This is an optimization exercise on Yosys and OpenROAD, whose aim is small area, a short achievable clock period and few clock cycles, not a production implementation. RTL that was checked went through simulation tests only; none was proved equivalent to the original. For runs 1 and 4, only the layout was checked, not whether the RTL still works. Power figures rest on the tool's default switching activity, not on a simulated workload.

--- flow/config.mk ---
export PLATFORM = sky130hd
export DESIGN_NAME = ircodec
export DESIGN_NICKNAME = ircodec
export VERILOG_FILES = /design/flow/design.v
export SDC_FILE = /design/flow/constraint.sdc
export NUM_CORES = 4
export LEC_CHECK = 0
export CAP_MARGIN = 20
export CORE_MARGIN = 2
export CORE_UTILIZATION = 40
export SLEW_MARGIN = 20
--- flow/constraint.sdc ---
create_clock -name core_clock -period 12.0 [get_ports {clk}]
set_input_delay 2.4000 -clock core_clock [delete_from_list [all_inputs] [get_ports {clk}]]
set_output_delay 2.4000 -clock core_clock [all_outputs]
set_load 0.01 [all_outputs]
--- flow/design.v ---
module ircodec_muldiv (
    input  wire        div,      
    input  wire        bit_v,    
    input  wire [22:0] r,
    input  wire [36:0] x,
    output wire [36:0] x_next,
    output wire        ovf       
);
    localparam [14:0] DIVISOR = 15'd15625;
    wire [37:0] mul = {x, 1'b0} + (bit_v ? {15'd0, r} : 38'd0);
    wire [14:0] sh  = {x[36:23], x[22]};
    wire        ge  = sh >= DIVISOR;
    wire [14:0] sub = sh - DIVISOR;
    wire [13:0] rem = ge ? sub[13:0] : sh[13:0];
    assign x_next = div ? {rem, x[21:6], ge, 6'd0} : mul[36:0];
    assign ovf    = mul[37] | mul[36];
endmodule
module ircodec_match (
    input  wire [16:0] dif,
    input  wire [16:0] m,
    output wire        hit
);
    wire [18:0] ds = {{2{dif[16]}}, dif};
    wire [18:0] mz = {2'b00, m};
    wire [18:0] lo = ds + mz;    
    wire [18:0] hi = ds - mz;    
    assign hit = !lo[18] && (lo != 19'd0) && hi[18];
endmodule
module ircodec (
    input  wire        clk,
    input  wire        rst,
    input  wire        cmd_valid,
    output wire        cmd_ready,
    input  wire [31:0] cmd_word,
    input  wire [31:0] cmd_arg0,
    input  wire [31:0] cmd_arg1,
    output wire [31:0] res0,
    output wire [31:0] res1,
    output wire [31:0] status,
    output wire [31:0] cfg_state,
    output wire [31:0] cfg_res,
    output wire [31:0] cfg_margin,
    output wire [31:0] tt_leader,
    output wire [31:0] tt_bit0,
    output wire [31:0] tt_bit1,
    output wire [31:0] tt_ending,
    output wire [31:0] tt_margin,
    output wire [31:0] enc_state,
    output wire [31:0] seq_tx,
    output wire [31:0] seq_next,
    output wire [31:0] dec_result,
    output wire [7:0]  pl_rd_addr,
    input  wire [7:0]  pl_rd_data,
    output reg         pl_we,
    output wire [7:0]  pl_wr_addr,
    output wire [7:0]  pl_wr_data,
    output reg         tx_we,
    output wire [6:0]  tx_addr,
    output wire [31:0] tx_wdata,
    output wire [6:0]  rx_rd_addr,
    input  wire [31:0] rx_rd_data,
    output reg         dst_we,
    output wire [7:0]  dst_wr_addr,
    output wire [7:0]  dst_wr_data,
    output wire [7:0]  dst_rd_addr,
    input  wire [7:0]  dst_rd_data
);
    localparam [3:0] C_OK        = 4'h0, C_STARVED   = 4'h1, C_EMPTY     = 4'h2,
                     C_TIMING    = 4'h3, C_LEADER    = 4'h4, C_ENDING    = 4'h5,
                     C_SHORT     = 4'h6, C_LENGTH    = 4'h7, C_DESTSMALL = 4'h8,
                     C_CFGINV    = 4'h9, C_NOTINIT   = 4'hA, C_ALREADY   = 4'hB,
                     C_ILLEGAL   = 4'hC, C_ARGRANGE  = 4'hD;
    localparam [1:0] PH_LEADER = 2'd0, PH_DATA = 2'd1, PH_ENDING = 2'd2;
    localparam [4:0] S_IDLE  = 5'd0,
                     S_DISP  = 5'd1,
                     S_IMUL  = 5'd2,
                     S_IDIV  = 5'd3,
                     S_ICHK1 = 5'd4,
                     S_ICHK2 = 5'd5,
                     S_ENC   = 5'd6,
                     S_DLEAD = 5'd7,
                     S_DDATA = 5'd8,
                     S_DEND  = 5'd9,
                     S_DCOM  = 5'd10,
                     S_SB    = 5'd11,
                     S_SC    = 5'd12,
                     S_ICHK3 = 5'd13,
                     S_RST   = 5'd14,
                     S_ICHK4 = 5'd15;
    reg [4:0] state;
    reg       rdy;
    reg [31:0] r_res0, r_res1;
    reg [3:0]  st_code;
    reg [7:0]  st_lastop;
    reg        tt_valid;
    reg [31:0] r_cfg_res, r_cfg_margin;
    reg [15:0] t_la, t_ba, t_b1i, t_m;    
    reg [1:0]  phase;
    reg [8:0]  pcur;
    reg [2:0]  bcur;
    reg [31:0] r_seq_tx, r_seq_next;
    reg [3:0]  dec_count;
    reg [3:0]  dec_code;
    reg        dec_fresh;
    wire [15:0] t_li = {1'b0, t_la[15:1]};
    reg        illegal;
    reg [8:0]  a0l, a1l;      
    reg        a0h, a1h;      
    reg [7:0]  w;             
    reg [7:0]  wa;            
    reg [31:0] wd;            
    reg [7:0]  ra;            
    reg [6:0]  ri;            
    reg [7:0]  byte_r;        
    reg        done;
    reg        use_in;        
    reg        flag;          
    reg [3:0]  ksel;          
    reg [3:0]  post_err;      
    reg [3:0]  err_r;         
    reg [16:0] mm;            
    reg [16:0] dif_a, dif_i0, dif_i1;    
    reg [120:0] dbuf;         
    reg        x_clr;         
    reg [4:0]  ctr;
    reg [1:0]  vsel;
    reg        ovf;
    assign cmd_ready  = rdy;
    assign res0       = r_res0;
    assign res1       = r_res1;
    assign status     = {16'd0, st_lastop, 4'd0, st_code};
    assign cfg_state  = {31'd0, tt_valid};
    assign cfg_res    = r_cfg_res;
    assign cfg_margin = r_cfg_margin;
    assign tt_leader  = {t_li, t_la};
    assign tt_bit0    = {t_ba, t_ba};
    assign tt_bit1    = {t_b1i, t_ba};
    assign tt_ending  = {{16{tt_valid}}, t_ba};
    assign tt_margin  = {16'd0, t_m};
    assign enc_state  = {7'd0, pcur, 9'd0, bcur, 2'd0, phase};
    assign seq_tx     = r_seq_tx;
    assign seq_next   = r_seq_next;
    assign dec_result = {7'd0, dec_fresh, 4'd0, dec_code, 12'd0, dec_count};
    assign pl_rd_addr  = ra;
    assign rx_rd_addr  = ri;
    assign dst_rd_addr = {5'd0, ri[2:0]};
    assign pl_wr_addr  = {5'd0, wa[2:0]};
    assign tx_addr     = wa[6:0];
    assign dst_wr_addr = {4'd0, wa[3:0]};
    assign pl_wr_data  = wd[7:0];
    assign tx_wdata    = wd;
    assign dst_wr_data = {dbuf[1], dbuf[2], dbuf[3], dbuf[4],
                          dbuf[5], dbuf[6], dbuf[7], dbuf[8]};
    wire [31:0] sym_leader = {t_li, t_la};
    wire [31:0] sym_bit0   = {t_ba, t_ba};
    wire [31:0] sym_bit1   = {t_b1i, t_ba};
    wire [31:0] sym_ending = {16'hFFFF, t_ba};
    wire arg0_gt256 = a0h | (a0l[8] & (|a0l[7:0]));
    wire arg1_gt256 = a1h | (a1l[8] & (|a1l[7:0]));
    wire arg0_gt128 = a0h | a0l[8] | (a0l[7] & (|a0l[6:0]));
    wire arg1_gt128 = a1h | a1l[8] | (a1l[7] & (|a1l[6:0]));
    wire [7:0] n_m2 = a0l[7:0] - 8'd2;
    wire [3:0] kmax = n_m2[6:3];
    wire       cap_lt = !a1l[8] && (a1l[7:4] == 4'd0) && (a1l[3:0] < kmax);
    function vbit(input [1:0] vs, input [4:0] c);
        case (vs)
            2'd0:    vbit = c == 5'd13 || c == 5'd9 || c == 5'd8 || c == 5'd5 || c == 5'd3;
            2'd1:    vbit = c == 5'd9 || c == 5'd5 || c == 5'd4;
            2'd2:    vbit = c == 5'd10 || c == 5'd9 || c == 5'd7 || c == 5'd4 ||
                            c == 5'd3 || c == 5'd1;
            default: vbit = r_cfg_margin[c];
        endcase
    endfunction
    reg bit_v;                
    wire [36:0] x = x_clr ? 37'd0 : dbuf[36:0];
    wire [36:0] x_next;
    wire        x_ovf;
    ircodec_muldiv u_scale (
        .div    (state == S_IDIV),
        .bit_v  (bit_v),
        .r      (r_cfg_res[22:0]),
        .x      (x),
        .x_next (x_next),
        .ovf    (x_ovf)
    );
    wire [4:0] v_top_next = (vsel == 2'd0) ? 5'd9 : (vsel == 2'd1) ? 5'd10 : 5'd31;
    wire res_bad = (r_cfg_res == 32'd0) || (r_cfg_res > 32'd7281777);
    wire        chk_a   = (state == S_ICHK1);
    wire        chk_b   = (state == S_ICHK2);
    wire        lead_a  = (state == S_DISP);
    wire        lead_i  = (state == S_DISP) || chk_b;
    wire [15:0] d_act   = chk_a ? t_b1i : rx_rd_data[15:0];
    wire [15:0] d_idle  = chk_a ? t_li : chk_b ? t_la : rx_rd_data[31:16];
    wire [15:0] n_act   = lead_a ? t_la : t_ba;
    wire [15:0] n_i0    = lead_i ? t_li : t_ba;
    wire u_act, u_i0, u_i1;
    ircodec_match u_m_act (.dif(dif_a),  .m(mm), .hit(u_act));
    ircodec_match u_m_i0  (.dif(dif_i0), .m(mm), .hit(u_i0));
    ircodec_match u_m_i1  (.dif(dif_i1), .m(mm), .hit(u_i1));
    wire is_leader = u_act && u_i0;
    wire sym_ok    = u_act && (u_i0 || u_i1);
    wire sym_bit   = !u_i0;
    reg [7:0] shot_byte;
    always @(*) begin
        case (w[2:0])
            3'd0:    shot_byte = 8'h4C;
            3'd1:    shot_byte = 8'h54;
            3'd2:    shot_byte = 8'h00;
            3'd3:    shot_byte = r_seq_tx[31:24];
            3'd4:    shot_byte = r_seq_tx[23:16];
            3'd5:    shot_byte = r_seq_tx[15:8];
            default: shot_byte = r_seq_tx[7:0];
        endcase
    end
    wire [31:0] sc_seq = {dbuf[104:97], dbuf[112:105], dbuf[120:113], dst_rd_data};
    wire        sc_hit = ({dbuf[104:97], dbuf[112:105], dbuf[120:113]} == r_seq_next[31:8]) &&
                         (dst_rd_data == r_seq_next[7:0]);
    wire acc_enc = (cmd_word == 32'd2) && tt_valid &&
                   (cmd_arg0[31:9] == 23'd0) && !(cmd_arg0[8] && (|cmd_arg0[7:0])) &&
                   (cmd_arg1[31:8] == 24'd0) && !(cmd_arg1[7] && (|cmd_arg1[6:0])) &&
                   (cmd_arg1[7:0] != 8'd0);
    wire acc_sb  = (cmd_word == 32'd4);
    wire [7:0] cur_byte = use_in ? pl_rd_data : byte_r;
    wire e_data  = (phase == PH_DATA);
    wire e_wok   = (w < a1l[7:0]);
    wire e_pclt  = (pcur < a0l);
    wire e_bit   = e_data && e_wok && e_pclt;
    wire e_end   = ((phase == PH_ENDING) || (e_data && !e_pclt)) && e_wok;
    task finish(input [31:0] v0, input [31:0] v1, input [3:0] code);
        begin
            r_res0  <= v0;
            r_res1  <= v1;
            st_code <= code;
            state   <= S_IDLE;
            rdy     <= 1'b1;
            ri      <= 7'd0;
            ra      <= pcur[7:0];
        end
    endtask
    task dec_fail(input [3:0] code);
        begin
            dec_count <= 4'd0;
            dec_code  <= code;
            dec_fresh <= 1'b0;
            finish(32'd0, 32'd0, code);
        end
    endtask
    task init_clear;
        begin
            r_cfg_res    <= 32'd0;
            r_cfg_margin <= 32'd0;
            t_la         <= 16'd0;
            t_ba         <= 16'd0;
            t_b1i        <= 16'd0;
            t_m          <= 16'd0;
        end
    endtask
    always @(posedge clk) begin
        mm     <= (state == S_ICHK1 || state == S_ICHK2) ? {t_m, 1'b1} : {1'b0, t_m};
        dif_a  <= {1'b0, d_act}  - {1'b0, n_act};
        dif_i0 <= {1'b0, d_idle} - {1'b0, n_i0};
        dif_i1 <= {1'b0, d_idle} - {1'b0, t_b1i};
        if (state == S_DCOM || state == S_SC)
            dbuf <= {dst_rd_data, dbuf[120:8]};
        else
            dbuf <= {dbuf[119:0], sym_bit};
        if (state == S_IMUL || state == S_IDIV)
            dbuf[36:0] <= x_next;
        begin
            ri <= ri + 7'd1;
            case (state)
                S_RST: begin
                    state <= S_IDLE;
                    rdy   <= 1'b1;
                end
                S_IDLE: begin
                    if (cmd_valid) begin
                        rdy       <= 1'b0;
                        state     <= S_DISP;
                        st_lastop <= cmd_word[7:0];
                        illegal   <= (cmd_word[31:8] != 24'd0) ||
                                     (cmd_word[7:0] == 8'd0) || (cmd_word[7:0] > 8'd5);
                        a0l <= cmd_arg0[8:0];
                        a1l <= cmd_arg1[8:0];
                        a0h <= |cmd_arg0[31:9];
                        a1h <= |cmd_arg1[31:9];
                        ra  <= pcur[7:0] + 8'd1;
                        if (!tt_valid) begin
                            r_cfg_res    <= cmd_arg0;
                            r_cfg_margin <= cmd_arg1;
                        end
                        done   <= 1'b0;
                        use_in <= 1'b1;
                        if (acc_enc) begin
                            state <= S_ENC;
                            if (phase == PH_LEADER) begin
                                tx_we <= 1'b1;
                                wa    <= 8'd0;
                                wd    <= sym_leader;
                                w     <= 8'd1;
                                phase <= PH_DATA;
                            end else begin
                                w <= 8'd0;
                            end
                        end
                        if (acc_sb) begin
                            pl_we <= 1'b1;
                            wa    <= 8'd0;
                            wd    <= {24'd0, 8'h4C};
                            w     <= 8'd1;
                            state <= S_SB;
                        end
                    end else begin
                        ri <= 7'd0;
                    end
                end
                S_DISP: begin
                    if (illegal) begin
                        if (!tt_valid) init_clear;
                        finish(32'd0, 32'd0, C_ILLEGAL);
                    end else begin
                        case (st_lastop[2:0])
                            3'd1: begin  
                                if (tt_valid) begin
                                    finish(32'd0, 32'd0, C_ALREADY);
                                end else if (res_bad) begin
                                    init_clear;
                                    finish(32'd0, 32'd0, C_CFGINV);
                                end else begin
                                    x_clr <= 1'b1;
                                    bit_v <= 1'b1;      
                                    ctr   <= 5'd13;
                                    vsel  <= 2'd0;
                                    ovf   <= 1'b0;
                                    state <= S_IMUL;
                                end
                            end
                            3'd2: begin  
                                if (!tt_valid) begin
                                    init_clear;
                                    finish(32'd0, 32'd0, C_NOTINIT);
                                end else if (arg0_gt256 || arg1_gt128)
                                    finish(32'd0, 32'd0, C_ARGRANGE);
                                else if (a1l[7:0] == 8'd0)
                                    finish(32'd0, 32'd0, C_STARVED);
                                else begin
                                    state <= S_ENC;
                                end
                            end
                            3'd3: begin  
                                if (!tt_valid) begin
                                    init_clear;
                                    dec_fail(C_NOTINIT);
                                end else if (arg0_gt128 || arg1_gt256)
                                    dec_fail(C_ARGRANGE);
                                else if (a0l[7:1] == 7'd0)
                                    dec_fail(C_SHORT);
                                else begin
                                    ksel     <= cap_lt ? a1l[3:0] : kmax;
                                    post_err <= cap_lt ? C_DESTSMALL :
                                                (n_m2[2:0] != 3'd0) ? C_LENGTH : C_OK;
                                    state    <= S_DLEAD;
                                end
                            end
                            3'd4: begin  
                                state <= S_SB;
                            end
                            default: begin  
                                if (!tt_valid) init_clear;
                                flag <= (dst_rd_data == 8'h4C);
                                w    <= 8'd1;
                                if (dec_fresh && dec_count == 4'd7)
                                    state <= S_SC;
                                else begin
                                    dec_fresh <= 1'b0;
                                    finish(32'd0, 32'd0, C_OK);  
                                end
                            end
                        endcase
                    end
                end
                S_IMUL: begin
                    x_clr <= 1'b0;
                    bit_v <= vbit(vsel, ctr - 5'd1);
                    ovf <= ovf | x_ovf;
                    ctr <= ctr - 5'd1;
                    if (ctr == 5'd0) begin
                        ctr   <= 5'd16;
                        state <= S_IDIV;
                    end
                end
                S_IDIV: begin
                    ctr <= ctr - 5'd1;
                    if (ctr == 5'd0) begin
                        case (vsel)
                            2'd0:    t_la  <= x_next[21:6];
                            2'd1:    t_ba  <= x_next[21:6];
                            2'd2:    t_b1i <= x_next[21:6];
                            default: begin
                                t_m <= x_next[21:6];
                                ovf <= ovf | x_next[22];
                            end
                        endcase
                        vsel  <= vsel + 2'd1;
                        x_clr <= 1'b1;
                        bit_v <= vbit(vsel + 2'd1, v_top_next);
                        ctr   <= v_top_next;
                        state <= (vsel == 2'd3) ? S_ICHK1 : S_IMUL;
                    end
                end
                S_ICHK1: begin
                    state <= S_ICHK2;
                end
                S_ICHK2: begin
                    flag  <= !ovf && (t_m != 16'd0) && !u_act && !u_i1;
                    state <= S_ICHK3;
                end
                S_ICHK3: begin
                    flag  <= flag && !u_i0;
                    state <= S_ICHK4;
                end
                S_ICHK4: begin
                    if (flag) begin
                        tt_valid <= 1'b1;
                        finish(32'd0, 32'd0, C_OK);
                    end else begin
                        init_clear;
                        finish(32'd0, 32'd0, C_CFGINV);
                    end
                end
                S_ENC: begin
                    tx_we  <= 1'b0;
                    byte_r <= cur_byte;
                    use_in <= 1'b0;
                    if (e_bit) begin
                        tx_we <= 1'b1;
                        wa    <= w;
                        wd    <= cur_byte[bcur] ? sym_bit1 : sym_bit0;
                        w     <= w + 8'd1;
                        bcur  <= bcur + 3'd1;
                        if (bcur == 3'd7) begin
                            pcur   <= pcur + 9'd1;
                            use_in <= 1'b1;
                            ra     <= ra + 8'd1;
                        end
                    end else if (e_end) begin
                        tx_we <= 1'b1;
                        wa    <= w;
                        wd    <= sym_ending;
                        w     <= w + 8'd1;
                        phase <= PH_LEADER;
                        pcur  <= 9'd0;
                        bcur  <= 3'd0;
                        done  <= 1'b1;
                    end else begin
                        if (e_data && !e_pclt)
                            phase <= PH_ENDING;
                        finish({24'd0, w}, {31'd0, done}, C_OK);
                    end
                end
                S_DLEAD: begin
                    err_r <= is_leader ? C_OK : C_LEADER;
                    w     <= {1'b0, ksel, 3'd0};
                    state <= (ksel != 4'd0) ? S_DDATA : S_DEND;
                end
                S_DDATA: begin
                    if (err_r != C_OK)
                        dec_fail(err_r);
                    else begin
                        err_r <= sym_ok ? C_OK : C_TIMING;
                        w     <= w - 8'd1;
                        if (w == 8'd1) state <= S_DEND;
                    end
                end
                S_DEND: begin
                    if (err_r != C_OK)
                        dec_fail(err_r);
                    else if (post_err != C_OK)
                        dec_fail(post_err);
                    else begin
                        done   <= u_act;
                        dst_we <= u_act && (ksel != 4'd0);
                        wa     <= {4'd0, ksel - 4'd1};
                        state  <= S_DCOM;
                    end
                end
                S_DCOM: begin
                    wa <= wa - 8'd1;
                    if (!done)
                        dec_fail(C_ENDING);
                    else if (ksel == 4'd0) begin
                        dec_count <= 4'd0;
                        dec_code  <= C_EMPTY;
                        dec_fresh <= 1'b0;
                        finish(32'd0, 32'd0, C_EMPTY);
                    end else if (wa == 8'd0) begin
                        dst_we    <= 1'b0;
                        dec_count <= ksel;
                        dec_code  <= C_OK;
                        dec_fresh <= 1'b1;
                        finish({28'd0, ksel}, 32'd0, C_OK);
                    end
                end
                S_SB: begin
                    if (!tt_valid) init_clear;
                    w  <= w + 8'd1;
                    wa <= w;
                    wd <= {24'd0, shot_byte};
                    if (w == 8'd7) begin
                        pl_we    <= 1'b0;
                        r_seq_tx <= r_seq_tx + 32'd1;
                        finish(r_seq_tx, 32'd0, C_OK);
                    end
                end
                S_SC: begin
                    w <= w + 8'd1;
                    if (w == 8'd1 && dst_rd_data != 8'h54) flag <= 1'b0;
                    if (w == 8'd2 && dst_rd_data != 8'h00) flag <= 1'b0;
                    if (w == 8'd6) begin
                        dec_fresh <= 1'b0;
                        if (!flag)
                            finish(32'd0, 32'd0, C_OK);           
                        else if (sc_hit) begin
                            r_seq_next <= r_seq_next + 32'd1;
                            finish(32'd1, sc_seq, C_OK);          
                        end else
                            finish(32'd2, sc_seq, C_OK);          
                    end
                end
                default: begin
                    state <= S_IDLE;
                    rdy   <= 1'b1;
                end
            endcase
        end
        if (state == S_RST) begin
            r_res0       <= 32'd0;
            r_res1       <= 32'd0;
            st_code      <= C_OK;
            st_lastop    <= 8'd0;
            tt_valid     <= 1'b0;
            r_cfg_res    <= 32'd0;
            r_cfg_margin <= 32'd0;
            t_la         <= 16'd0;
            t_ba         <= 16'd0;
            t_b1i        <= 16'd0;
            t_m          <= 16'd0;
            phase        <= PH_LEADER;
            pcur         <= 9'd0;
            bcur         <= 3'd0;
            r_seq_tx     <= 32'd1;
            r_seq_next   <= 32'd1;
            dec_count    <= 4'd0;
            dec_code     <= C_OK;
            dec_fresh    <= 1'b0;
            ra           <= 8'd0;
            ri           <= 7'd0;
        end
        if (rst) begin
            state  <= S_RST;
            rdy    <= 1'b0;
            pl_we  <= 1'b0;
            tx_we  <= 1'b0;
            dst_we <= 1'b0;
        end
    end
endmodule
--- flow/flow/run.sh ---
#!/bin/bash
# Standard layout, with repair_timing aiming well below the clock period
# and plain buffers on the ports. Each tool's output goes to its own log.
set -euo pipefail
export SETUP_SLACK_MARGIN=8.5
export BUFFER_PORTS_ARGS="-buffer_cell sky130_fd_sc_hd__buf_1"
bash standard.sh > standard_make.log 2>&1
--- flow/standard.sh ---
#!/bin/bash
# synth_recipe.tcl (not shown) runs the flow's synth.tcl, then flattens the netlist and writes it again
# the make line also repeats each setting of config.mk as NAME=value (left out here)
make -C /OpenROAD-flow-scripts/flow DESIGN_CONFIG=/design/flow/config.mk WORK_HOME=/design/flow/orfs CLKGATE_MAP_FILE= SYNTH_SCRIPT=/design/flow/synth_recipe.tcl "${@:-finish}"
==> flow_summary.toml, run 1 <==
[worst_setup_path]
crit_slowest_cell = "fa_2"
critPathMaxStageDelay_ps = 340
cp_num_buf_inv = 2
crit_family = "compound AO/OA/AOI/OAI gates"
path_cells = "buf_1, mux2i_1, ha_2, inv_2, fa_2, a21o_1, a21oi_2, nor2b_2, o211ai_1, a21oi_2, nor3_2, nor3_2, a31o_2, xor2_1"
start_kind = "input port"
path_class = "in2reg"
cp.required_ps = 12530
critPathArrivalTime_ps = 4880
crit_fanout = 2
worst-path-stages = 14
cp-end-kind = "flip-flop"
r2r_cells = 19

[pwr]
peakVddDrop_mv = 0.174
power_density_nw_per_um2 = 209
power_leakage_nw = 21.1

[floorplanning]
core_um2 = 91400
die-width_um = 307
start_util_pct = 40.3
die_y_um = 307
num_rows = 111
dieArea_um2 = 94500
io_pins = 725

[sta]
hold_violations = 0
fmax_ghz = 0.230
slew_violations = 0
rsz0062_at_grt = "true"
finalCritPeriodShare_pct = 36.3
slew_headroom_pct = 34.7
setup_viol_count_final = 0
finalSetupTns_ps = 0
fin_crit_ps = 4350
holdWs_ps = 427
timing.final.ws_setup_ps = 7650
worst_pin_slew_ps = 969
skew_ps = 34.5

[logic_synthesis]
ys_async_sr_fraction_pct = 0
synth.distinct_cells = 90
yosys_most_used_dff = "dfxtp_1"
synth-seq-cells = 602
avgSynthCellArea_um2 = 8.49
synthCells = 4338
synth_area_um2 = 36800
synth_seq_area_share_pct = 35.4
yosys_warnings = 1
synth_edf_count = 98

[route]
routed.top_layer = "met5"
vias = 37608
dr.pass1.iters = 6
wl_mm = 158
wl_met1_mm = 63.2
wl_met2_mm = 72.3
drcViolationCount = 0
via_per_inst = 5.89
dr_wl_met3_mm = 13.7
drt_iter0_drc = 3952
post_drt_wl_per_cell_um = 24.7
ant_nets = 0

[global_routing]
antenna_found_initial = 6
grt_start_max_net_pins = 102
grt_use_total_pct = 31.4
first_global_vias = 34629
grt_pass1_wl_mm = 225
overflow = 0

[worst_hold_path]
hp-class = "reg2reg"
min_path_cells = 2

[layout]
finalNetCount = 5523
fillCellCount = 8022
drive_gt1_share_pct = 33.6
utilization_pct = 55.8
area_growth_pct = 38.4
final_common_cell = "nand2_1"
final_cell_mix = "nand2_1 (533), buf_6 (453), buf_4 (388)"

[place]
dpl.hpwl_mm = 105
port-buffer-count = 601
dp_slack_ps = 5790
globalplace.congestion = 0.965

[clocking]
cts_buffer_depth = 3
cts_tree = "yes"
clk-insertion-delay-late_ps = 660
clkTransAtPathRegs_ps = 60
cts_sinks = 602
cts_root_buf = "clkbuf_16"
cts_htree_levels = 3
cts_buffers = 73

[run_status]
status = "finished clean"

[flow_run]
drv_cap = 0
-- area by class of cell --
type | instances | area (µm²) | area share [%]
Sequential cell | 602 | 13900 | 27.3
Timing Repair Buffer | 1057 | 9470 | 18.6
Tap cell | 1186 | 1480 | 2.91
Clock buffer | 104 | 2170 | 4.25
Inverter | 160 | 608 | 1.19
Antenna cell | 2 | 5.00 | 0.00982
Multi-Input combinational cell | 3251 | 23000 | 45.2
Clock inverter | 27 | 324 | 0.636
-- kinds of logic (layout without fill, tap and decap cells) --
| kind of cell | after synthesis | count (layout) | share of synthesized area (%) |
|---|---|---|---|
| buffers and inverters | 613 | 1348 | 8.84 |
| multiplexers | 123 | 125 | 3.93 |
| AND/OR/NAND/NOR | 1539 | 1542 | 20.1 |
| XOR/XNOR | 187 | 187 | 4.45 |
| adder cells (fa/ha/maj) | 231 | 231 | 7.99 |
| other | 1 | 125 | 0.0102 |
| AO/OA/AOI/OAI | 1042 | 1043 | 19.3 |
| flip-flops | 602 | 602 | 35.4 |
-- Yosys cell counts (14+ instances only) --
library cell / instances / area (µm²)
a221o_1: 24 / 240
nor3b_1: 28 / 210
buf_4: 242 / 1820
mux2_2: 52 / 586
or2_2: 16 / 100
or4_1: 17 / 128
dfxtp_1: 504 / 10100
and3_1: 39 / 244
nor4_1: 63 / 394
nand2_1: 545 / 2050
o21ai_0: 196 / 981
xnor2_1: 138 / 1210
inv_1: 159 / 597
nor2_1: 289 / 1080
mux2i_1: 59 / 591
xor2_1: 49 / 429
o21a_1: 25 / 188
nand4_1: 36 / 225
nor2b_1: 67 / 419
o221ai_1: 14 / 123
o211ai_1: 25 / 188
nor3_1: 114 / 571
a32o_1: 63 / 631
nand3_1: 145 / 726
or3_1: 41 / 257
ha_1: 224 / 2800
a22oi_1: 25 / 188
a211oi_1: 37 / 278
a21o_1: 51 / 383
clkbuf_1: 176 / 661
and2_1: 38 / 238
o31ai_1: 21 / 158
a21oi_1: 279 / 1400
a221oi_1: 27 / 236
nand2b_1: 51 / 319
edfxtp_1: 98 / 2940
buf_1: 19 / 71.3
a31oi_1: 36 / 225
a22o_1: 80 / 701
-- metal layers --
layer	GRT usage, %	up-vias
met3	6.59	432
met2	50.8	2023
met5	0	-
met1	40.0	18197
met4	14.7	6
li1	-	16950
-- power breakdown --
group          switching, W  internal (W)
Clock              0.000952       0.00136
Combinational       0.00310       0.00208
Sequential         0.000587       0.00260
Total               0.00464       0.00603
-- final timing paths --
path                  from   endpoint  slack [ps]
max          rx_rd_data[0]  dif_a[14]        7650
min               dbuf[41]   dbuf[42]         430
max reg2reg       state[3]  dif_a[14]        7820
min reg2reg       dbuf[41]   dbuf[42]         430
-- through the flow --
stage | power [W] | area [µm²] | instances
after floorplan | 0.00593 | 38000 | 4460
after global placement | 0.00715 | 39300 | 5837
after detailed placement | 0.00715 | 39300 | 5837
after CTS | 0.0102 | 49300 | 6290
after global routing | 0.0112 | 51000 | 6389
final | 0.0107 | 51000 | 6389
-- timing repair --
action	in CTS	in global routing
hold buffers	0	0
gates resized for setup	1606	218
setup endpoints to repair	863	837
pin swaps	77	92
cloned	7	2
setup buffers	315	94
-- sequential cells by signal, indices dropped and copies added, names as in the netlist, 8 cells and up --
register / count
mm: 17
r_seq_tx: 32
r_res1: 32
byte_r: 8
t_m: 16
dif_a: 17
r_res0: 32
dif_i0: 17
a1l: 9
t_ba: 16
dif_i1: 17
wd: 32
ra: 8
dbuf: 121
r_seq_next: 32
pcur: 9
wa: 8
r_cfg_margin: 32
t_la: 16
st_lastop: 8
t_b1i: 16
a0l: 9
r_cfg_res: 32
w: 8
-- worst min-delay path, delay by kind of cell (launching register included) --
kind,cells,cell delay [ps]
flip-flops,1,310
AND/OR/NAND/NOR,2,90
==> inputs of run 2 (changes only) <==
--- a/flow/design.v
+++ b/flow/design.v
@@ -17,13 +17,26 @@
 endmodule
 module ircodec_match (
-    input  wire [16:0] dif,
-    input  wire [16:0] m,
+    input  wire [15:0] d,
+    input  wire [17:0] lo,
+    input  wire [17:0] hi,
     output wire        hit
 );
-    wire [18:0] ds = {{2{dif[16]}}, dif};
-    wire [18:0] mz = {2'b00, m};
-    wire [18:0] lo = ds + mz;    
-    wire [18:0] hi = ds - mz;    
-    assign hit = !lo[18] && (lo != 19'd0) && hi[18];
+    function gt16(input [15:0] a, input [15:0] b);
+        reg [15:0] g, e;
+        integer w, i;
+        begin
+            g = a & ~b;
+            e = ~(a ^ b);
+            for (w = 16; w > 1; w = w / 2)
+                for (i = 0; i < w / 2; i = i + 1) begin
+                    g[i] = g[2*i+1] | (e[2*i+1] & g[2*i]);
+                    e[i] = e[2*i+1] & e[2*i];
+                end
+            gt16 = g[0];
+        end
+    endfunction
+    wire above = lo[17] || (!lo[16] && gt16(d, lo[15:0]));
+    wire below = hi[17] || hi[16] || gt16(hi[15:0], d);
+    assign hit = above && below;
 endmodule
 module ircodec (
@@ -87,5 +100,6 @@
                      S_ICHK3 = 5'd13,
                      S_RST   = 5'd14,
-                     S_ICHK4 = 5'd15;
+                     S_ICHK4 = 5'd15,
+                     S_ICHK5 = 5'd16;
     reg [4:0] state;
     reg       rdy;
@@ -119,6 +133,4 @@
     reg [3:0]  post_err;      
     reg [3:0]  err_r;         
-    reg [16:0] mm;            
-    reg [16:0] dif_a, dif_i0, dif_i1;    
     reg [120:0] dbuf;         
     reg        x_clr;         
@@ -186,19 +198,23 @@
     wire [4:0] v_top_next = (vsel == 2'd0) ? 5'd9 : (vsel == 2'd1) ? 5'd10 : 5'd31;
     wire res_bad = (r_cfg_res == 32'd0) || (r_cfg_res > 32'd7281777);
-    wire        chk_a   = (state == S_ICHK1);
-    wire        chk_b   = (state == S_ICHK2);
-    wire        lead_a  = (state == S_DISP);
-    wire        lead_i  = (state == S_DISP) || chk_b;
-    wire [15:0] d_act   = chk_a ? t_b1i : rx_rd_data[15:0];
-    wire [15:0] d_idle  = chk_a ? t_li : chk_b ? t_la : rx_rd_data[31:16];
-    wire [15:0] n_act   = lead_a ? t_la : t_ba;
-    wire [15:0] n_i0    = lead_i ? t_li : t_ba;
+    wire        lead_b  = (state == S_IDLE);
+    wire        lead_1  = (state == S_IDLE) || (state == S_ICHK2);
+    wire        chk     = (state == S_ICHK1) || (state == S_ICHK2);
+    wire        cmp_a   = (state == S_ICHK2);
+    wire        cmp_b   = (state == S_ICHK3);
+    wire [15:0] n_b     = lead_b ? t_la : t_ba;
+    wire [15:0] n_1     = lead_1 ? t_li : t_b1i;
+    wire [16:0] mmv     = chk ? {t_m, 1'b1} : {1'b0, t_m};
+    wire [15:0] d_act   = cmp_a ? t_b1i : rx_rd_data[15:0];
+    wire [15:0] d_idle  = cmp_a ? t_li : cmp_b ? t_la : rx_rd_data[31:16];
+    reg  [17:0] lo_b, hi_b, lo_1, hi_1;
     wire u_act, u_i0, u_i1;
-    ircodec_match u_m_act (.dif(dif_a),  .m(mm), .hit(u_act));
-    ircodec_match u_m_i0  (.dif(dif_i0), .m(mm), .hit(u_i0));
-    ircodec_match u_m_i1  (.dif(dif_i1), .m(mm), .hit(u_i1));
-    wire is_leader = u_act && u_i0;
-    wire sym_ok    = u_act && (u_i0 || u_i1);
-    wire sym_bit   = !u_i0;
+    ircodec_match u_m_act (.d(d_act),  .lo(lo_b), .hi(hi_b), .hit(u_act));
+    ircodec_match u_m_i0  (.d(d_idle), .lo(lo_b), .hi(hi_b), .hit(u_i0));
+    ircodec_match u_m_i1  (.d(d_idle), .lo(lo_1), .hi(hi_1), .hit(u_i1));
+    reg h_act, h_i0, h_i1;
+    wire is_leader = h_act && h_i1;
+    wire sym_ok    = h_act && (h_i0 || h_i1);
+    wire sym_bit   = !h_i0;
     reg [7:0] shot_byte;
     always @(*) begin
@@ -257,8 +273,11 @@
     endtask
     always @(posedge clk) begin
-        mm     <= (state == S_ICHK1 || state == S_ICHK2) ? {t_m, 1'b1} : {1'b0, t_m};
-        dif_a  <= {1'b0, d_act}  - {1'b0, n_act};
-        dif_i0 <= {1'b0, d_idle} - {1'b0, n_i0};
-        dif_i1 <= {1'b0, d_idle} - {1'b0, t_b1i};
+        lo_b  <= {2'b00, n_b} - {1'b0, mmv};
+        hi_b  <= {2'b00, n_b} + {1'b0, mmv};
+        lo_1  <= {2'b00, n_1} - {1'b0, mmv};
+        hi_1  <= {2'b00, n_1} + {1'b0, mmv};
+        h_act <= u_act;
+        h_i0  <= u_i0;
+        h_i1  <= u_i1;
         if (state == S_DCOM || state == S_SC)
             dbuf <= {dst_rd_data, dbuf[120:8]};
@@ -413,12 +432,15 @@
                 end
                 S_ICHK2: begin
-                    flag  <= !ovf && (t_m != 16'd0) && !u_act && !u_i1;
                     state <= S_ICHK3;
                 end
                 S_ICHK3: begin
-                    flag  <= flag && !u_i0;
+                    flag  <= !ovf && (t_m != 16'd0) && !h_act && !h_i1;
                     state <= S_ICHK4;
                 end
                 S_ICHK4: begin
+                    flag  <= flag && !h_i1;
+                    state <= S_ICHK5;
+                end
+                S_ICHK5: begin
                     if (flag) begin
                         tt_valid <= 1'b1;
@@ -479,6 +501,6 @@
                         dec_fail(post_err);
                     else begin
-                        done   <= u_act;
-                        dst_we <= u_act && (ksel != 4'd0);
+                        done   <= h_act;
+                        dst_we <= h_act && (ksel != 4'd0);
                         wa     <= {4'd0, ksel - 4'd1};
                         state  <= S_DCOM;
==> flow/flow/run.sh (replaced) <==
#!/bin/bash
# Standard layout, with repair_timing aiming below the clock period
# (setup margin 8.5 ns) and plain buffers on the ports. Each tool's output
# goes to its own log under orfs/logs; make's output to standard_make.log.
set -euo pipefail
export SETUP_SLACK_MARGIN=8.5
export BUFFER_PORTS_ARGS="-buffer_cell sky130_fd_sc_hd__buf_1"
bash standard.sh > standard_make.log 2>&1
--- a/flow/config.mk
+++ b/flow/config.mk
@@ -10,2 +10,3 @@
 export CORE_UTILIZATION = 40
 export SLEW_MARGIN = 20
+export TNS_END_PERCENT = 5
==> flow_summary.toml, run 2 <==
[floorplanning]
die-width_um = 301
dieArea_um2 = 90300
core_um2 = 87000
num_rows = 108
die_y_um = 301
io_pins = 725
start_util_pct = 40.4

[route]
drt_iter0_drc = 2907
wl_mm = 131
post_drt_wl_per_cell_um = 22.7
via_per_inst = 5.57
dr.pass1.iters = 6
drcViolationCount = 0
vias = 32081
ant_nets = 0

[logic_synthesis]
yosysMostFrequentCell = "nand2_1"
yosys.area.top_type = "dfxtp_1"
yosys-top-cells-count = "nand2_1 (562), dfxtp_1 (510), nor2_1 (291)"
synth_edf_count = 98
synth_seq_area_share_pct = 37.4
yosys_warnings = 2
ys_top_cells_by_area = "dfxtp_1 (29%), edfxtp_1 (8.4%), ha_1 (8.0%)"
avgSynthCellArea_um2 = 8.68
synth_area_um2 = 35200
synth_top_area_share_pct = 29.0
synth-seq-cells = 608
ys_async_sr_fraction_pct = 0
synth.distinct_cells = 94
yosys_most_used_dff = "dfxtp_1"
synthCells = 4053

[global_routing]
antenna_found_initial = 2
overflow = 0
first_global_vias = 29238
grt_pass1_wl_mm = 189
grt_use_total_pct = 27.4
grt_start_max_net_pins = 115

[layout]
final_common_cell = "buf_1"
finalNetCount = 4924
final_cell_mix = "buf_1 (590), nand2_1 (554), dfxtp_1 (504)"
largest_register_ffs = 121
drive_gt1_share_pct = 11.3
fillCellCount = 8557
top_register = "dbuf"
area_growth_pct = 18.5

[worst_setup_path]
crit_slowest_cell = "nor2_2"
critPathMaxStageDelay_ps = 400
crit_fanout = 8
critPathArrivalTime_ps = 4550
reg2reg_setup_slack_ps = 7960
start_kind = "input port"
path_cells = "buf_1, nor4_1, nand4_1, nor2_2, nand4_1, buf_6, nand2_2, o211ai_1, buf_4, buf_4, nor4_4, buf_6"
cp.required_ps = 12350
cp_num_buf_inv = 5
cp-end-kind = "flip-flop"
crit_family = "simple AND/OR/NAND/NOR gates"
path_class = "in2reg"

[sta]
rsz0062_at_grt = "true"
fin_crit_ps = 4200
slew_violations = 0
setup_viol_count_final = 0
skew_ps = 36.6
fmax_ghz = 0.238
holdWs_ps = 430
worst_pin_slew_ps = 1140
hold_violations = 0
slew_headroom_pct = 23.7
finalCritPeriodShare_pct = 35.0
finalSetupTns_ps = 0

[clocking]
clk-insertion-delay-late_ps = 650
hold_buffers = 0
clkTransAtPathRegs_ps = 60
cts_tree = "yes"
cts_sinks = 608
cts_buffers = 71
cts_htree_levels = 3
cts_buffer_depth = 3
cts_root_buf = "clkbuf_16"

[place]
globalplace.congestion = 0.960
port-buffer-count = 601
dpl.hpwl_mm = 95.6

[pwr]
comb_power_share_pct = 39.7
internal_power_w = 0.00503
total_power_w = 0.00880
peakVddDrop_mv = 0.189
power_density_nw_per_um2 = 211
power_leakage_nw = 17.1
netSwitchingFraction_pct = 42.9
p_sw_w = 0.00377
p_seq_share_pct = 35.2
clkPwrFrac_pct = 25.0

[flow_run]
drv_cap = 0

[worst_hold_path]
hp-class = "reg2reg"

[run_status]
status = "finished clean"
## run 2: cell types whose count changed after synthesis, moves of 21 or more
cell      change
a21oi_1      -94
xor2_1       +69
xnor2_1      -49
clkbuf_1     -35
nand2b_1     -26
nor3_1       -26
or3_1        -21
## run 2: final cells by class
| type | instances | area (µm²) | share of cell area (%) |
|---|---|---|---|
| diodes | 1 | 2.50 | 0.00600 |
| clock buffers | 90 | 1960 | 4.71 |
| clock inverters | 40 | 404 | 0.970 |
| inverters | 163 | 612 | 1.47 |
| multi-input cells | 2966 | 20400 | 49.0 |
| flip-flops and latches | 608 | 13200 | 31.6 |
| well taps | 1155 | 1450 | 3.47 |
| repair buffers | 736 | 3680 | 8.82 |
## run 2: what timing repair did
action,4_1_cts,5_1_grt
cloned,7,2
pin swaps,55,57
resized for setup,166,121
setup endpoints to repair,879,870
setup buffers,64,33
## run 2: routing by layer
layer | GRT usage (%) | vias to the layer above | wire [µm]
met5 | 0 | - | 13
met4 | 9.09 | 2 | 4740
met2 | 43.4 | 1241 | 59500
met3 | 4.30 | 251 | 9290
met1 | 38.0 | 15601 | 57200
li1 | - | 14986 | -
## run 2: cell families (layout without fill, tap and decap cells)
group,count (synthesis),in the layout,share of synthesized area (%)
AOI/OAI and AO/OA,867,867,17.0
xor gates and xnor gates,207,207,5.15
adders and majority gates,231,231,8.32
buffers and inverters,603,1029,9.30
DFF,608,608,37.4
muxes,118,118,3.89
other,1,124,0.0107
and+or+nand+nor,1418,1420,18.9
## run 2: worst paths after layout
| path | start | endpoint | cells past startpoint |
|---|---|---|---|
| max | cmd_arg0[26] | w[4] | 12 |
| min | dbuf[85] | dbuf[86] | 2 |
| max reg2reg | r_cfg_res[0] | st_code[0] | 11 |
| min reg2reg | dbuf[85] | dbuf[86] | 2 |
## run 2: power groups by stage
| stage | registers [W] | logic (W) | clock network (W) |
|---|---|---|---|
| finish | 0.00310 | 0.00350 | 0.00220 |
| global placement | 0.00313 | 0.00312 | 0 |
| global route | 0.00314 | 0.00381 | 0.00232 |
| CTS | 0.00309 | 0.00340 | 0.00223 |
| floorplan | 0.00293 | 0.00232 | 0 |
| detailed placement | 0.00313 | 0.00315 | 0 |
## run 2: per-stage QoR
stage	cell area (µm²)	std cells	setup slack, ps	utilization (%)
CTS	40800	5723	7870	46.9
global placement	37000	5522	6280	42.6
finish	41700	5759	7800	47.9
global route	41700	5758	7750	47.9
detailed placement	37000	5522	6210	42.6
floorplan	35700	4175	7360	-
## run 2: worst min-delay path: stages, from the launching register on
cell     delay [ps]
dfxtp_1         310
nand2_1          50
nand2_1          40
Testbench counts of run 2, summed over its fixed seeds: cycles 29,611.
==> inputs of run 3 (changes only) <==
--- a/flow/config.mk
+++ b/flow/config.mk
@@ -8,5 +8,6 @@
 export CAP_MARGIN = 20
 export CORE_MARGIN = 2
-export CORE_UTILIZATION = 40
+export CORE_UTILIZATION = 55
+export CTS_BUF_LIST = sky130_fd_sc_hd__clkbuf_8
 export SLEW_MARGIN = 20
 export TNS_END_PERCENT = 5
==> flow_summary.toml, run 3 <==
[logic_synthesis]
synth.distinct_cells = 94
synth_top_area_share_pct = 29.0
yosysMostFrequentCell = "nand2_1"
yosys.area.top_type = "dfxtp_1"
yosys_warnings = 2
synth_area_um2 = 35200
ys_async_sr_fraction_pct = 0
synth_seq_area_share_pct = 37.4
synthCells = 4053
yosys-top-cells-count = "nand2_1 (562), dfxtp_1 (510), nor2_1 (291)"
ys_top_cells_by_area = "dfxtp_1 (29%), edfxtp_1 (8.4%), ha_1 (8.0%)"
yosys_most_used_dff = "dfxtp_1"
synth_edf_count = 98
avgSynthCellArea_um2 = 8.68
synth-seq-cells = 608

[run_status]
status = "finished clean"

[clocking]
clk-insertion-delay-late_ps = 730
cts_root_buf = "clkbuf_8"
cts_buffer_depth = 3
cts_tree = "yes"
clkTransAtPathRegs_ps = 70
cts_htree_levels = 3
hold_buffers = 0
cts_buffers = 102
cts_sinks = 608

[sta]
holdWs_ps = 420
fin_crit_ps = 3980
skew_ps = 39.4
hold_violations = 0
slew_violations = 0
rsz0062_at_grt = "true"
finalCritPeriodShare_pct = 33.1
finalSetupTns_ps = 0
fmax_ghz = 0.252
setup_viol_count_final = 0
worst_pin_slew_ps = 1040
slew_headroom_pct = 30.6

[route]
drt_iter0_drc = 3050
ant_nets = 0
post_drt_wl_per_cell_um = 22.1
wl_mm = 121
vias = 32091
dr.pass1.iters = 8
drcViolationCount = 0
via_per_inst = 5.84

[floorplanning]
core_um2 = 63200
num_rows = 92
start_util_pct = 55.7
io_pins = 725
die-width_um = 257
dieArea_um2 = 66000
die_y_um = 257

[place]
dpl.cell_count = 5212
port-buffer-count = 601
placed_cell_area_um2 = 36600
globalplace.congestion = 0.959
dpl.hpwl_mm = 88.1

[global_routing]
grt_use_total_pct = 34.8
grt_pass1_wl_mm = 179
overflow = 0
first_global_vias = 29388
antenna_found_initial = 1
grt_start_max_net_pins = 113

[worst_setup_path]
cp-end-kind = "flip-flop"
start_kind = "input port"
cp.required_ps = 12430
path_cells = "buf_6, or4_4, nor4_4, xnor2_1, nand4_1, buf_6, nand2_2, o211ai_1, buf_4, a2111oi_4, buf_6"
crit_slowest_cell = "or4_4"
cpMostUsedCell = "buf_6"
crit_family = "simple AND/OR/NAND/NOR gates"
cp_num_buf_inv = 4
critPathArrivalTime_ps = 4400
crit_fanout = 8
critPathMaxStageDelay_ps = 540
path_class = "in2reg"

[layout]
fillCellCount = 5519
final_common_cell = "buf_1"
drive_gt1_share_pct = 12.7
utilization_pct = 64.9
finalNetCount = 4944
area_growth_pct = 16.6
finish.instance_area_um2 = 41000
top_register = "dbuf"
final_cell_mix = "buf_1 (581), nand2_1 (555), dfxtp_1 (465)"
largest_register_ffs = 121
fin_cells = 5498

[pwr]
peakVddDrop_mv = 0.169
power_leakage_nw = 17.1
power_density_nw_per_um2 = 210

[worst_hold_path]
hp-class = "reg2reg"

[flow_run]
drv_cap = 0
[run 3: cell types whose count changed in the layout (fill, tap and decap cells not counted), sizes merged]
cell	delta
buf	-9
and3	-1
bufinv	+7
clkbuf	+34
clkinvlp	+1
inv	+27
clkinv	-11
and4	+1
bufbuf	-1
[run 3: metal layers]
metal	vias to the layer above	GRT usage (%)	part of all wire (%)
met5	-	0	0
met3	227	6.21	8.6
li1	15044	-	-
met2	1464	56.0	46
met1	15356	47.6	42
met4	0	10.6	3.1
[run 3: repair_timing]
item,in CTS,in global routing
pin swaps,48,36
endpoints found under the setup margin,847,824
cloned,7,2
resized for setup,212,90
setup buffers,61,25
[run 3: per-stage QoR]
step	setup slack [ps]	power (W)
2_1_floorplan	7360	0.00525
3_3_place_gp	6490	0.00617
3_5_place_dp	6390	0.00619
4_1_cts	8110	0.00848
5_1_grt	7890	0.00905
6_report	8020	0.00861
[run 3: cell type report]
type / count / area (µm²) / area share [%]
diodes: 1 / 2.50 / 0.00610
clock buffers: 125 / 1720 / 4.20
clock inverters: 64 / 574 / 1.40
inverters: 163 / 614 / 1.50
multi-input cells: 2966 / 20200 / 49.3
flip-flops and latches: 608 / 13200 / 32.2
well taps: 846 / 1060 / 2.58
repair buffers: 725 / 3620 / 8.82
[run 3: worst paths after layout]
check | slack, ps | cells after the start | to | start
worst max-delay path | 8020 | 11 | wa[6] | cmd_arg1[3]
worst min register to register | 420 | 2 | dbuf[41] | dbuf[40]
worst max register to register | 8030 | 11 | r_res0[0] | r_cfg_res[0]
worst min-delay path | 420 | 2 | dbuf[41] | dbuf[40]
[run 3: cells by family after synthesis]
family	share of synthesized area, %
other	0.0107
buffers and inverters	9.30
flip-flops	37.4
adder cells (fa/ha/maj)	8.32
AND/OR/NAND/NOR	18.9
multiplexers	3.89
XOR/XNOR	5.15
AO/OA/AOI/OAI	17.0
[run 3: worst min-delay path, delay by kind of cell, from the launching register on]
family	cells	cell delay (ps)
flip-flops	1	310
AND/OR/NAND/NOR	2	90
[run 3: report_power, final]
group	leakage [nW]	switching, W	internal (W)
combinational	10.8	0.00224	0.00120
clock	1.27	0.000913	0.00117
sequential	5.09	0.000522	0.00257
total	17.1	0.00367	0.00493
==> inputs of run 4 (changes only) <==
--- a/flow/design.v
+++ b/flow/design.v
@@ -198,23 +198,19 @@
     wire [4:0] v_top_next = (vsel == 2'd0) ? 5'd9 : (vsel == 2'd1) ? 5'd10 : 5'd31;
     wire res_bad = (r_cfg_res == 32'd0) || (r_cfg_res > 32'd7281777);
-    wire        lead_b  = (state == S_IDLE);
-    wire        lead_1  = (state == S_IDLE) || (state == S_ICHK2);
-    wire        chk     = (state == S_ICHK1) || (state == S_ICHK2);
-    wire        cmp_a   = (state == S_ICHK2);
-    wire        cmp_b   = (state == S_ICHK3);
-    wire [15:0] n_b     = lead_b ? t_la : t_ba;
-    wire [15:0] n_1     = lead_1 ? t_li : t_b1i;
-    wire [16:0] mmv     = chk ? {t_m, 1'b1} : {1'b0, t_m};
-    wire [15:0] d_act   = cmp_a ? t_b1i : rx_rd_data[15:0];
-    wire [15:0] d_idle  = cmp_a ? t_li : cmp_b ? t_la : rx_rd_data[31:16];
+    wire        mode_l  = (state == S_IDLE) || (state == S_ICHK3);    
+    wire        mode_m  = (state == S_ICHK2);                         
+    wire [15:0] n_b     = mode_l ? t_la : mode_m ? t_li : t_ba;
+    wire [15:0] n_1     = mode_l ? t_li : t_b1i;
     reg  [17:0] lo_b, hi_b, lo_1, hi_1;
     wire u_act, u_i0, u_i1;
-    ircodec_match u_m_act (.d(d_act),  .lo(lo_b), .hi(hi_b), .hit(u_act));
-    ircodec_match u_m_i0  (.d(d_idle), .lo(lo_b), .hi(hi_b), .hit(u_i0));
-    ircodec_match u_m_i1  (.d(d_idle), .lo(lo_1), .hi(hi_1), .hit(u_i1));
+    ircodec_match u_m_act (.d(rx_rd_data[15:0]),  .lo(lo_b), .hi(hi_b), .hit(u_act));
+    ircodec_match u_m_i0  (.d(rx_rd_data[31:16]), .lo(lo_b), .hi(hi_b), .hit(u_i0));
+    ircodec_match u_m_i1  (.d(rx_rd_data[31:16]), .lo(lo_1), .hi(hi_1), .hit(u_i1));
     reg h_act, h_i0, h_i1;
     wire is_leader = h_act && h_i1;
     wire sym_ok    = h_act && (h_i0 || h_i1);
     wire sym_bit   = !h_i0;
+    wire gap_b1 = $signed(lo_b) > $signed(hi_1);
+    wire gap_1b = $signed(lo_1) > $signed(hi_b);
     reg [7:0] shot_byte;
     always @(*) begin
@@ -238,9 +234,10 @@
     wire acc_sb  = (cmd_word == 32'd4);
     wire [7:0] cur_byte = use_in ? pl_rd_data : byte_r;
-    wire e_data  = (phase == PH_DATA);
+    wire [1:0] e_ph = (phase == PH_LEADER) ? PH_DATA : phase;
+    wire e_data  = (e_ph == PH_DATA);
     wire e_wok   = (w < a1l[7:0]);
     wire e_pclt  = (pcur < a0l);
     wire e_bit   = e_data && e_wok && e_pclt;
-    wire e_end   = ((phase == PH_ENDING) || (e_data && !e_pclt)) && e_wok;
+    wire e_end   = ((e_ph == PH_ENDING) || (e_data && !e_pclt)) && e_wok;
     task finish(input [31:0] v0, input [31:0] v1, input [3:0] code);
         begin
@@ -264,6 +261,4 @@
     task init_clear;
         begin
-            r_cfg_res    <= 32'd0;
-            r_cfg_margin <= 32'd0;
             t_la         <= 16'd0;
             t_ba         <= 16'd0;
@@ -272,9 +267,24 @@
         end
     endtask
+    wire is_init = (st_lastop == 8'd1) && !illegal;
+    wire cfg_clr = (state == S_RST) ||
+                   (!tt_valid && !rdy && !is_init) ||
+                   (state == S_DISP && is_init && !tt_valid && res_bad) ||
+                   (state == S_ICHK5 && !flag);
+    wire cfg_ld  = cmd_valid && rdy && !tt_valid;
+    always @(posedge clk) begin
+        if (cfg_clr) begin
+            r_cfg_res    <= 32'd0;
+            r_cfg_margin <= 32'd0;
+        end else if (cfg_ld) begin
+            r_cfg_res    <= cmd_arg0;
+            r_cfg_margin <= cmd_arg1;
+        end
+    end
     always @(posedge clk) begin
-        lo_b  <= {2'b00, n_b} - {1'b0, mmv};
-        hi_b  <= {2'b00, n_b} + {1'b0, mmv};
-        lo_1  <= {2'b00, n_1} - {1'b0, mmv};
-        hi_1  <= {2'b00, n_1} + {1'b0, mmv};
+        lo_b  <= {2'b00, n_b} - {2'b00, t_m};
+        hi_b  <= {2'b00, n_b} + {2'b00, t_m};
+        lo_1  <= {2'b00, n_1} - {2'b00, t_m};
+        hi_1  <= {2'b00, n_1} + {2'b00, t_m};
         h_act <= u_act;
         h_i0  <= u_i0;
@@ -294,7 +304,14 @@
                 end
                 S_IDLE: begin
+                    wa     <= 8'd0;
+                    wd     <= {t_li, t_la[15:8], acc_sb ? 8'h4C : t_la[7:0]};
+                    w      <= {7'd0, acc_sb || (phase == PH_LEADER)};
+                    done   <= 1'b0;
+                    use_in <= 1'b1;
                     if (cmd_valid) begin
                         rdy       <= 1'b0;
-                        state     <= S_DISP;
+                        state     <= acc_enc ? S_ENC : acc_sb ? S_SB : S_DISP;
+                        tx_we     <= acc_enc && (phase == PH_LEADER);
+                        pl_we     <= acc_sb;
                         st_lastop <= cmd_word[7:0];
                         illegal   <= (cmd_word[31:8] != 24'd0) ||
@@ -305,29 +322,4 @@
                         a1h <= |cmd_arg1[31:9];
                         ra  <= pcur[7:0] + 8'd1;
-                        if (!tt_valid) begin
-                            r_cfg_res    <= cmd_arg0;
-                            r_cfg_margin <= cmd_arg1;
-                        end
-                        done   <= 1'b0;
-                        use_in <= 1'b1;
-                        if (acc_enc) begin
-                            state <= S_ENC;
-                            if (phase == PH_LEADER) begin
-                                tx_we <= 1'b1;
-                                wa    <= 8'd0;
-                                wd    <= sym_leader;
-                                w     <= 8'd1;
-                                phase <= PH_DATA;
-                            end else begin
-                                w <= 8'd0;
-                            end
-                        end
-                        if (acc_sb) begin
-                            pl_we <= 1'b1;
-                            wa    <= 8'd0;
-                            wd    <= {24'd0, 8'h4C};
-                            w     <= 8'd1;
-                            state <= S_SB;
-                        end
                     end else begin
                         ri <= 7'd0;
@@ -336,5 +328,4 @@
                 S_DISP: begin
                     if (illegal) begin
-                        if (!tt_valid) init_clear;
                         finish(32'd0, 32'd0, C_ILLEGAL);
                     end else begin
@@ -344,5 +335,4 @@
                                     finish(32'd0, 32'd0, C_ALREADY);
                                 end else if (res_bad) begin
-                                    init_clear;
                                     finish(32'd0, 32'd0, C_CFGINV);
                                 end else begin
@@ -357,5 +347,4 @@
                             3'd2: begin  
                                 if (!tt_valid) begin
-                                    init_clear;
                                     finish(32'd0, 32'd0, C_NOTINIT);
                                 end else if (arg0_gt256 || arg1_gt128)
@@ -369,5 +358,4 @@
                             3'd3: begin  
                                 if (!tt_valid) begin
-                                    init_clear;
                                     dec_fail(C_NOTINIT);
                                 end else if (arg0_gt128 || arg1_gt256)
@@ -386,5 +374,4 @@
                             end
                             default: begin  
-                                if (!tt_valid) init_clear;
                                 flag <= (dst_rd_data == 8'h4C);
                                 w    <= 8'd1;
@@ -432,12 +419,13 @@
                 end
                 S_ICHK2: begin
+                    flag  <= !ovf && (t_m != 16'd0) && gap_1b;
                     state <= S_ICHK3;
                 end
                 S_ICHK3: begin
-                    flag  <= !ovf && (t_m != 16'd0) && !h_act && !h_i1;
+                    flag  <= flag && gap_b1;
                     state <= S_ICHK4;
                 end
                 S_ICHK4: begin
-                    flag  <= flag && !h_i1;
+                    flag  <= flag && gap_b1;
                     state <= S_ICHK5;
                 end
@@ -455,9 +443,12 @@
                     byte_r <= cur_byte;
                     use_in <= 1'b0;
-                    if (e_bit) begin
+                    if (done) begin
+                        finish({24'd0, w}, 32'd1, C_OK);
+                    end else if (e_bit) begin
                         tx_we <= 1'b1;
                         wa    <= w;
                         wd    <= cur_byte[bcur] ? sym_bit1 : sym_bit0;
                         w     <= w + 8'd1;
+                        phase <= PH_DATA;
                         bcur  <= bcur + 3'd1;
                         if (bcur == 3'd7) begin
@@ -476,7 +467,6 @@
                         done  <= 1'b1;
                     end else begin
-                        if (e_data && !e_pclt)
-                            phase <= PH_ENDING;
-                        finish({24'd0, w}, {31'd0, done}, C_OK);
+                        phase <= (e_data && !e_pclt) ? PH_ENDING : e_ph;
+                        finish({24'd0, w}, 32'd0, C_OK);
                     end
                 end
@@ -525,5 +515,4 @@
                 end
                 S_SB: begin
-                    if (!tt_valid) init_clear;
                     w  <= w + 8'd1;
                     wa <= w;
@@ -562,6 +551,4 @@
             st_lastop    <= 8'd0;
             tt_valid     <= 1'b0;
-            r_cfg_res    <= 32'd0;
-            r_cfg_margin <= 32'd0;
             t_la         <= 16'd0;
             t_ba         <= 16'd0;
--- a/flow/config.mk
+++ b/flow/config.mk
@@ -9,5 +9,4 @@
 export CORE_MARGIN = 2
 export CORE_UTILIZATION = 55
-export CTS_BUF_LIST = sky130_fd_sc_hd__clkbuf_8
 export SLEW_MARGIN = 20
 export TNS_END_PERCENT = 5
==> flow_summary.toml, run 4 <==
[run_status]
status = "finished clean"

[sta]
skew_ps = 27.2
finalCritPeriodShare_pct = 33.0
worst_pin_slew_ps = 1140
finalSetupTns_ps = 0
holdWs_ps = 426
setup_viol_count_final = 0
slew_violations = 0
hold_violations = 0
rsz0062_at_grt = "true"
fin_crit_ps = 3960
slew_headroom_pct = 23.4
fmax_ghz = 0.252

[worst_hold_path]
min_path_cells = 2
hp-class = "reg2reg"
min_to = "dbuf[54]"
min_from = "dbuf[53]"

[pwr]
peakVddDrop_mv = 0.150
internal_power_w = 0.00484
comb_power_share_pct = 37.8
p_sw_w = 0.00356
power_density_nw_per_um2 = 207
p_seq_share_pct = 35.8
clkPwrFrac_pct = 26.3
netSwitchingFraction_pct = 42.4
power_leakage_nw = 16.5

[clocking]
clkTransAtPathRegs_ps = 60
cts_sinks = 604
cts_root_buf = "clkbuf_16"
cts_htree_levels = 3
clk-insertion-delay-late_ps = 630
cts_buffers = 69
cts_buffer_depth = 3
cts_tree = "yes"
hold_buffers = 0

[logic_synthesis]
yosys.area.top_type = "dfxtp_1"
synth_adder_area_share_pct = 9.42
yosysMostFrequentCell = "nand2_1"
synth_compound_gate_area_share_pct = 16.0
ys_async_sr_fraction_pct = 0
yosys-top-cells-count = "nand2_1 (741), dfxtp_1 (506), a21oi_1 (428)"
synth_top_area_share_pct = 28.3
synth_seq_area_share_pct = 36.5
ys_top_cells_by_area = "dfxtp_1 (28%), ha_1 (9.1%), edfxtp_1 (8.2%)"
avgSynthCellArea_um2 = 8.18
synthCells = 4380
yosys_most_used_dff = "dfxtp_1"
synthXorXnorAreaFrac_pct = 4.91
synth.distinct_cells = 93
synth-seq-cells = 604
synth_top_family_by_area = "simple AND/OR/NAND/NOR gates"
synth_edf_count = 98
yosys_warnings = 2
synth_area_um2 = 35800
synth_simple_gate_area_share_pct = 20.9
synth.mux.area_fraction_pct = 2.65

[route]
wl_mm = 125
via_per_inst = 5.83
dr.pass1.iters = 5
vias = 33434
post_drt_wl_per_cell_um = 21.8
drcViolationCount = 0
drt_iter0_drc = 3198
ant_nets = 0

[layout]
fillCellCount = 6061
area_growth_pct = 13.4
finalNetCount = 5231
final_cell_mix = "nand2_1 (737), buf_1 (592), dfxtp_1 (489)"
final_common_cell = "nand2_1"
drive_gt1_share_pct = 7.28
top_register = "dbuf"
largest_register_ffs = 121

[place]
dpl.hpwl_mm = 92.0
port-buffer-count = 601
globalplace.congestion = 0.983

[floorplanning]
dieArea_um2 = 67200
num_rows = 93
die-width_um = 259
core_um2 = 64500
die_y_um = 259
start_util_pct = 55.6
io_pins = 725

[worst_setup_path]
regToRegEndpoint = "lo_b[16]"
critPathArrivalTime_ps = 4530
reg2reg_setup_slack_ps = 8110
crit_fanout = 3
path_class = "in2reg"
cp-end-kind = "flip-flop"
rr_startpoint = "state[0]"
r2r_cells = 19
start_kind = "input port"
cp-startpoint = "cmd_word[25]"
cp.required_ps = 12570

[global_routing]
first_global_vias = 30332
grt_pass1_wl_mm = 184
grt_use_total_pct = 35.5
grt_start_max_net_pins = 89
overflow = 0
antenna_found_initial = 8

[flow_run]
drv_cap = 0
run 4: cell types whose count changed after synthesis, moves of 18 or more:
cell | previous run | this run
a21oi_1 | 185 | 428
nand2_1 | 562 | 741
a22o_1 | 76 | 8
a32o_1 | 62 | 1
nand3_1 | 125 | 172
inv_1 | 161 | 203
ha_1 | 226 | 261
xor2_1 | 118 | 89
mux2_2 | 41 | 14
xnor2_1 | 89 | 112
a31oi_1 | 24 | 43
clkbuf_1 | 141 | 159
run 4: power by group through the flow:
stage          Combinational [W]  Sequential (W)  Clock (W)
2_1_floorplan            0.00220         0.00287          0
3_3_place_gp             0.00293         0.00303          0
3_5_place_dp             0.00294         0.00304          0
4_1_cts                  0.00301         0.00300    0.00223
5_1_grt                  0.00346         0.00305    0.00231
6_report                 0.00318         0.00301    0.00221
run 4: area by class of cell:
class | count | area (µm²) | area share (%)
inverter | 204 | 766 | 1.88
clock buffer | 92 | 1960 | 4.81
tap | 855 | 1070 | 2.63
antenna | 4 | 10.0 | 0.0246
sequential | 604 | 13100 | 32.2
multi-input combinational | 3248 | 20200 | 49.7
timing repair buffer | 691 | 3140 | 7.72
clock inverter | 35 | 414 | 1.02
run 4: routing by layer:
layer	up-vias	wire (µm)	track usage [%]	part of all wire, %
li1	15759	-	-	-
met1	15906	52600	47.7	42
met2	1496	57300	56.8	46
met3	267	9860	6.22	7.9
met4	6	5060	14.2	4.0
met5	-	39	0	0.031
run 4: stage by stage:
stage	instances	total power, W	setup WS (ps)	utilization (%)	area, µm²
floorplan	4502	0.00507	7690	-	36300
global placement	5550	0.00596	7130	57.9	37300
detailed placement	5550	0.00597	6990	57.9	37300
CTS	5717	0.00824	8050	62.6	40300
global route	5733	0.00882	7900	63.0	40600
finish	5733	0.00840	8040	63.0	40600
run 4: worst max-delay path by stage:
stage	to	depth (start not counted)
after floorplan	r_seq_next[31]	10
after global placement	state[0]	9
after detailed placement	state[0]	9
after CTS	tt_leader[22]	1
after global routing	state[0]	10
final	state[3]	11
run 4: timing repair:
item / CTS / global route
pin swaps: 25 / 7
setup endpoints to repair: 707 / 749
buffers inserted: 37 / 10
resized for setup: 108 / 33
gates cloned: 3 / 2
run 4: worst max-delay path, cell delays in order:
cell and delay [ps]:
buf_1 70, or4_4 530, nor4_4 280, nand3_2 160, nor2_4 160, and4bb_4 350
buf_4 140, a21o_1 100, nand2_1 50, a31oi_1 170, a211o_1 120
run 4: logic make-up (layout without fill, tap and decap cells):
logic type | count (synthesis) | count (layout)
and+or+nand+nor | 1628 | 1629
xor gates and xnor gates | 201 | 201
DFF | 604 | 604
other | 1 | 127
muxes | 78 | 78
adders and majority gates | 267 | 267
AOI/OAI and AO/OA | 949 | 950
buffers and inverters | 652 | 1022

## afterwards: timing with drivers on the ports
The results above use ideal ports. As a check the final layouts listed here were re-extracted and re-timed, cells and wires unchanged.
Step 1, drivers: a clkbuf_16 drives clk and a buf_2 each remaining input, both assumed.
Step 2 moves the port delays by t, midway between the first and last clock arrival at a register: inputs arrive t later, outputs are due t later. That takes back most of the time a late clock gives input paths.
Three values: no drivers, after step 1, after step 2; two values: the first two.
run | t, ns | setup WS [ns] | hold WS [ns] | worst data-port slew with drivers (ns)
run 1 | 0.709 | 7.649 / 7.685 / 6.976 | 0.427 / 0.427 / 0.427 | 0.11
run 2 | 0.697 | 7.799 / 7.848 / 7.151 | 0.430 / 0.430 / 0.430 | 0.09
run 3 | 0.782 | 8.024 / 8.034 / 7.268 | 0.420 / 0.420 / 0.420 | 0.07
run 4 | 0.684 | 8.037 / 7.993 / 7.334 | 0.426 / 0.426 / 0.426 | 0.12
After both steps every run listed still meets setup and hold. The setup slack of run 3, which loses most, moves by +0.010 ns with the drivers and by -0.756 ns with both steps.
